Context: an optimization exercise on an open-source flow, tuned for small area, a short achievable clock period and few clock cycles. The choices shown serve that exercise and are no tape-out recipe.
The RTL was checked by simulation tests, not by an equivalence proof against the original design.
Power and IR drop assume default switching activity.

==> 09-11: inputs <==
## e803_au
module e803_au (
    input             clk,
    input             rst,         
    input             in_valid,
    output            in_ready,
    input      [5:0]  in_op,       
    input      [6:0]  in_k,        
    input      [38:0] in_n,        
    output reg        out_valid,
    output reg        out_we,      
    output     [38:0] out_wdata,   
    output reg        out_taken,   
    output reg [38:0] acc,
    output reg [37:0] ar,
    output reg        ovr
);
export LEC_CHECK = 0
export CAP_MARGIN = 20
export CORE_MARGIN = 2
export CORE_UTILIZATION = 45
export SETUP_SLACK_MARGIN = 5
export SLEW_MARGIN = 20
create_clock -name core_clock -period 10.0 [get_ports {clk}]
run.sh (not shown) runs the stock make flow with config.mk's settings and CLKGATE_MAP_FILE= SYNTH_SCRIPT=/design/flow/synth_recipe.tcl, a recipe that flattens the netlist after the stock synthesis.
==> 09-02: changes against 09-11 <==
--- a/flow/design.v
+++ b/flow/design.v
@@ -19,14 +19,12 @@
     reg  [6:0]  cnt;
     reg         dneg;       
     reg         qneg;       
     reg         full;       
     reg         xf;         
     reg         mz;         
-    reg         qz;         
-    reg         mshort;     
     reg         b1_one, b1_two, b1_neg, b2_one, b2_two, b2_neg;    
     reg  [38:0] w;          
     reg  [38:0] r;          
     assign in_ready  = st_idle;
     assign out_wdata = w;
     wire        acpt   = st_idle && in_valid;
@@ -39,18 +37,14 @@
     wire        d_rdar = d_g5 && (d_fn == 3'd7);
     wire        d_mul  = d_g5 && (d_fn == 3'd2 || d_fn == 3'd3);
     wire        m_acpt = acpt && d_mul;                  
     reg         i_alu, i_sh, i_div, i_rdar, i_and;
     reg         i_aacc, i_an, i_wacc, i_wf, i_we;
     reg         c_enA, c_invA, c_enB, c_invB, c_cin;
-    reg         x_div;      
-    reg         x_dz;       
-    always @(posedge clk) begin
-        x_div <= acpt && d_div && (in_n != 39'd0);
-        x_dz  <= acpt && d_div && (in_n == 39'd0);
-    end
+    reg         n_zero;     
+    always @(posedge clk) n_zero <= (in_n == 39'd0);
     wire        fin_div = (fn == 3'd6);
     wire        k_dbl   = ~in_op[0];                     
     wire [6:0]  k_cl    = k_dbl ? ((in_k > 7'd78) ? 7'd78 : in_k)
                                 : ((in_k > 7'd40) ? 7'd40 : in_k);
     wire        sh_left = fn[2];                         
     wire        sh_sgl  = fn[0];                         
@@ -89,12 +83,13 @@
     wire [36:0] u_hi  = {1'b0, acc[37:2] ^ {36{acc[38]}}};    
     wire [40:0] k_a   = st_div ? {r[38], r, e1} : {4'd0, u_hi};
     wire [41:0] k_s   = {k_a, 1'b1} + {opB, cinA};
     wire        k_neg = k_s[41];
     wire        skip  = k_neg;                           
     wire        m_div = st_div;
+    wire        x_div = i_div && !n_zero;                
     wire [42:0] w43   = {{4{w[38]}}, w};
     wire [38:0] e_lo  = {acc[0], ar} ^ {39{acc[38]}};    
     wire        one1  = b1_one;                      
     wire        neg1  = b1_neg;
     wire        one2  = b2_one;
     wire        neg2  = b2_neg;
@@ -105,36 +100,32 @@
                          ^ {41{neg2}}, neg2, neg2};
     wire [42:0] cs_s  = cu ^ cv ^ cx;
     wire [42:0] cs_c  = {(cu[41:0] & cv[41:0]) | (cu[41:0] & cx[41:0]) | (cv[41:0] & cx[41:0]),
                          neg1};
     wire [43:0] s3x   = {cs_s, 1'b1} + {cs_c, neg2};
     wire [42:0] s3    = s3x[43:1];
-    wire        a_sh   = (acc[38:3] == {36{acc[38]}});
-    wire        n_sh   = (in_n[38:3] == {36{in_n[38]}});
-    wire        m_swap = !a_sh && n_sh;                  
-    wire [3:0]  bm    = st_idle ? (m_swap ? in_n[3:0] : acc[3:0]) : r[7:4];
+    wire [3:0]  bm    = st_idle ? acc[3:0] : r[7:4];
     wire        bz    = st_idle ? 1'b0 : r[3];
     wire        mul_go = m_acpt || (st_mul && cnt != 7'd0);
-    wire        qzero  = s3[42] && (acc[38:1] == 38'd0);
+    wire        qzero  = s3[42] && (acc[38:1] == {38{acc[38]}});
     wire        pick_c = (k_neg == sg);
     wire [38:0] r_new  = pick_c ? s3[38:0] : s1[38:0];
     wire        q1     = ~k_neg;
     wire        q2     = ~r_new[38];
     wire        l_1    = &ar;
     wire        l_0    = ~|ar;
     wire [1:0]  qh     = acc[1:0];                                   
     wire        q_lt   = (qh == 2'b00) && !(cfix && l_1);            
     wire        q_eq   = ((qh == 2'b01) && l_0 && !cfix) ||
                          ((qh == 2'b00) && l_1 && cfix);             
-    wire        div_ovf = !qz && (full || !(q_lt || (qneg && q_eq)));
+    wire        div_ovf = full || !(q_lt || (qneg && q_eq));
     wire        mul_ovf = !((&{xf, acc}) || ~(|{xf, acc}));
     wire        fin_ovf = fin_div ? div_ovf : mul_ovf;
     wire        mul_last = st_mul && (cnt == 7'd0);
     assign      to_fin   = (mul_last && fn != 3'd2) || (st_div && cnt == 7'd0 && !dneg) || st_chk ||
-                           (x_div && qzero);
-    wire        cfix_now = st_chk && r_eq;
+                           (x_div && qzero && !acc[38]);
     wire        qneg_now = st_exec ? (acc[38] ^ w[38]) : qneg;
     wire        nx_div   = (x_div && !qzero) || (st_div && cnt != 7'd0);
     wire        sg_next  = st_div & r_new[38];
     always @(posedge clk) begin
         i_alu  <= acpt && d_alu;
         i_sh   <= acpt && d_g5 && (d_fn == 3'd0 || d_fn == 3'd1 || d_fn == 3'd4 || d_fn == 3'd5);
@@ -151,15 +142,15 @@
             c_enA  <= 1'b1;
             c_enB  <= 1'b1;
             c_invB <= sg_next;
             c_cin  <= sg_next;
         end
         if (to_fin) begin                                
-            c_enA  <= !st_exec;                          
+            c_enA  <= 1'b1;
             c_invA <= fin_div & qneg_now;
-            c_cin  <= fin_div & (qneg_now ^ cfix_now);
+            c_cin  <= fin_div & (qneg_now ^ (st_chk & r_eq));
         end
         if (acpt) begin
             if (d_div) begin                             
                 c_enB <= 1'b1; c_invB <= ~in_n[38]; c_cin <= ~in_n[38];
             end else if (d_rdar || !d_alu) begin
                 c_enA <= 1'b1;
@@ -181,62 +172,58 @@
     wire a_alu  = i_aacc || st_fin;
     wire a_n    = i_an;
     wire a_shl2 = (sh_go && sh_left && sh_2) || st_div;
     wire a_shl1 = sh_go && sh_left && sh_1;
     wire a_shr1 = rsh_go && sh_1;
     wire a_s3hi = (rsh_go && sh_4) || (st_mul && !mul_last);
-    wire a_s3lo = (rsh_go && sh_2) || (mul_last && !mshort);
-    wire a_s3sx = mul_last && mshort;                    
-    wire a_rew  = x_div && skip;
-    wire a_zero = m_acpt || x_dz;
-    wire acc_en = rst || a_alu || a_n || a_shl2 || a_shl1 || a_shr1 || a_s3hi || a_s3lo || a_s3sx || a_rew || a_zero;
+    wire a_s3lo = (rsh_go && sh_2) || mul_last;
+    wire a_rew  = x_div && skip && !qzero;
+    wire a_zero = m_acpt || (i_div && n_zero) || (x_div && qzero);
+    wire acc_en = rst || a_alu || a_n || a_shl2 || a_shl1 || a_shr1 || a_s3hi || a_s3lo || a_rew || a_zero;
     wire [1:0] afill2 = sh_sgl ? 2'b00 : ar[37:36];
     wire       afill1 = sh_sgl ? 1'b0 : ar[37];
     wire [38:0] acc_d = {39{!rst}} & (
                         ({39{a_alu}}  & f_res)
                       | ({39{a_n}}    & w)
                       | ({39{a_shl2}} & {acc[36:0], afill2})
                       | ({39{a_shl1}} & {acc[37:0], afill1})
                       | ({39{a_shr1}} & {acc[38] & ~srl_z, acc[38:1]})
                       | ({39{a_s3hi}} & {s3[42:39] & {4{~srl_m}}, s3[38:4]})
                       | ({39{a_s3lo}} & {s3[40:39] & {2{~srl_m}}, s3[38:2]})
-                      | ({39{a_s3sx}} & {{34{s3[42]}}, s3[42:38]})
                       | ({39{a_rew}}  & {1'b0, acc[1:0], ar[37:2]}));
     wire r_sgl  = (i_sh && sh_sgl) || (st_shift && sh_sgl);
     wire b_shl2 = (sh_go && sh_left && sh_2 && !r_sgl) || st_div;
     wire b_shl1 = sh_go && sh_left && sh_1 && !r_sgl;
     wire b_shr1 = rsh_go && sh_1 && !r_sgl;
     wire b_rs4  = ((rsh_go && sh_4) || (st_mul && !mul_last)) && !r_sgl;
-    wire b_rs2  = ((rsh_go && sh_2) || (mul_last && !mshort)) && !r_sgl;
-    wire b_s3   = mul_last && mshort;                    
+    wire b_rs2  = ((rsh_go && sh_2) || mul_last) && !r_sgl;
     wire b_rew  = a_rew;
-    wire b_zero = r_sgl || st_fin || x_dz;
-    wire ar_en  = rst || b_shl2 || b_shl1 || b_shr1 || b_rs4 || b_rs2 || b_s3 || b_rew || b_zero;
+    wire b_zero = r_sgl || st_fin || (i_div && n_zero) || (x_div && qzero);
+    wire ar_en  = rst || b_shl2 || b_shl1 || b_shr1 || b_rs4 || b_rs2 || b_rew || b_zero;
     wire [1:0] bfill2 = st_div ? {q1, q2} : 2'b00;
     wire [37:0] ar_d = {38{!rst}} & (
                         ({38{b_shl2}} & {ar[35:0], bfill2})
                       | ({38{b_shl1}} & {ar[36:0], 1'b0})
                       | ({38{b_shr1}} & {acc[0], ar[37:1]})
                       | ({38{b_rs4}}  & {s3[3:0], ar[37:4]})
                       | ({38{b_rs2}}  & {s3[1:0], ar[37:2]})
-                      | ({38{b_s3}}   & s3[37:0])
                       | ({38{b_rew}}  & {ar[1:0], ar[35:0]}));
-    wire r_acc   = m_acpt && !m_swap;
-    wire r_inn   = m_acpt && m_swap;
-    wire r_uhi   = x_div && skip;
+    wire r_acc   = m_acpt;
+    wire r_uhi   = x_div && skip && !qzero;
+    wire r_elo   = x_div && qzero;
     wire r_zero  = x_div && !skip;
     wire r_new_s = st_div;
     wire r_asr   = st_mul;
-    wire r_en    = r_acc || r_inn || r_uhi || r_zero || r_new_s || r_asr;
+    wire r_en    = r_acc || r_uhi || r_elo || r_zero || r_new_s || r_asr;
     wire [38:0] r_d = ({39{r_acc}}   & acc)
-                    | ({39{r_inn}}   & in_n)
+                    | ({39{r_elo}}   & e_lo)
                     | ({39{r_uhi}}   & {2'b00, u_hi})
                     | ({39{r_new_s}} & r_new)
                     | ({39{r_asr}}   & {{4{r[38]}}, r[38:4]});
-    wire w_n   = acpt && !(m_acpt && m_swap);
-    wire w_acc = i_wacc || (m_acpt && m_swap);
+    wire w_n   = acpt;
+    wire w_acc = i_wacc;
     wire w_f   = i_wf;
     wire w_en  = w_n || w_acc || w_f;
     wire [38:0] w_d = ({39{w_n}} & in_n) | ({39{w_acc}} & acc) | ({39{w_f}} & f_res);
     always @(posedge clk) begin
         acc <= acc_d | ({39{~acc_en}} & acc);
         ar  <= ar_d  | ({38{~ar_en}}  & ar);
@@ -292,14 +279,13 @@
                                 ovr       <= 1'b0;
                             end
                         endcase
                 end else if (d_mul) begin
                     st_idle   <= 1'b0;
                     st_mul    <= 1'b1;
-                    mshort    <= a_sh || n_sh;
-                    cnt       <= (a_sh || n_sh) ? 7'd0 : 7'd9;
+                    cnt       <= 7'd9;
                     out_we    <= 1'b0;
                     out_taken <= 1'b0;
                 end else begin
                     st_idle <= 1'b0;
                     st_exec <= 1'b1;
                 end
@@ -318,25 +304,25 @@
                     if (cnt == 7'd0 || sh_next == 7'd0) begin
                         out_valid <= 1'b1;
                         st_idle   <= 1'b1;
                     end else
                         st_shift <= 1'b1;
                 end else if (i_div) begin
-                    if (x_dz) begin
+                    if (n_zero) begin
                         ovr       <= 1'b1;
                         out_valid <= 1'b1;
                         st_idle   <= 1'b1;
                     end else begin
                         dneg   <= acc[38];
                         qneg   <= acc[38] ^ w[38];
                         full   <= ~skip;
                         xf     <= 1'b0;
-                        qz     <= qzero;
                         cnt    <= skip ? 7'd19 : 7'd37;
-                        if (!qzero) st_div <= 1'b1;
-                        else        st_fin <= 1'b1;
+                        if (!qzero)      st_div <= 1'b1;
+                        else if (acc[38]) st_chk <= 1'b1;
+                        else             st_fin <= 1'b1;
                     end
                 end else begin                            
                     out_valid <= 1'b1;
                     st_idle   <= 1'b1;
                 end
             end
@@ -352,17 +338,17 @@
             if (st_mul) begin
                 cnt <= cnt - 7'd1;
                 mz  <= r[3];
                 if (cnt == 7'd0) begin
                     st_mul <= 1'b0;
                     if (fn == 3'd2) begin                 
-                        if (!mshort) ovr <= ovr | (s3[41] ^ s3[40]);
+                        ovr       <= ovr | (s3[41] ^ s3[40]);
                         out_valid <= 1'b1;
                         st_idle   <= 1'b1;
                     end else begin
-                        xf     <= mshort ? s3[42] : s3[41];
+                        xf     <= s3[41];
                         st_fin <= 1'b1;
                     end
                 end
             end
             if (st_div) begin
                 cnt <= cnt - 7'd1;
==> comparison table <==
quantity                                                                                      09-02            09-11
Count of cells along the worst register-to-register path                                         17               16
Flip-flop and latch count                                                                       202              205
Maximum number of pins on one net before global-route repair                                     61               81
Sequential share of power                                                                     0.360            0.341
Largest voltage drop on the vdd net                                                      0.000121 V       0.000137 V
Required time at the endpoint of the critical path                                         10.48 ns         10.52 ns
Worst Min Path Start                                                              st_chk$_SDFF_PP0_     i_we$_DFF_P_
Pre-CTS setup slack                                                                         3.43 ns          3.48 ns
Post-synthesis mux area share                                                                0.0221           0.0311
Power consumed by combinational cells                                                       1.42 mW          1.49 mW
Clock input transition at the sequential cells of the worst setup and hold paths            0.06 ns          0.07 ns
Global-route track usage on met1                                                              0.599            0.643
Starting Density                                                                              0.455            0.455
Worst slew margin relative to its limit                                                       0.139            0.126
Vert. Die Dim                                                                                246 um           248 um
Chip Width                                                                                   246 um           248 um
Reg2Reg Capture Point                                                                 ar[0]$_DFF_P_  acc[25]$_DFF_P_
Flip-flop and latch share of the layout cell area                                             0.136            0.133
Logic inverters                                                                                 133              124
Status                                                                               finished clean   finished clean
Testbench counts of 09-11, summed over its fixed seeds: cycles 71,197.
Testbench counts of 09-02, summed over its fixed seeds: cycles 78,082.

static timing again, ports no longer ideal:
The flow's constraints put no driver on any port. The routed layouts listed below were extracted and timed again, unchanged, in two steps. Step 1: set_driving_cell puts a clkbuf_16 on clk and a buf_2 on each other input, an assumption about the parent block. Step 2 times the ports against the registers' clock, not the clock port: input delays grow and output delays shrink by t, the midpoint of the rising clock arrivals with the driver on. a / b / c = ideal / step 1 / step 2; a / b = the first two.
run	t, ns	slack for setup (ns)	worst setup path at the end
09-11	0.700	4.907 / 4.907 / 4.295	input to register
09-02	0.659	4.972 / 4.972 / 4.376	input to register
After both steps every run listed still meets setup and hold. For 09-11, which loses most, drivers alone change the setup slack by 0.000 ns; drivers and shift together by -0.612 ns.
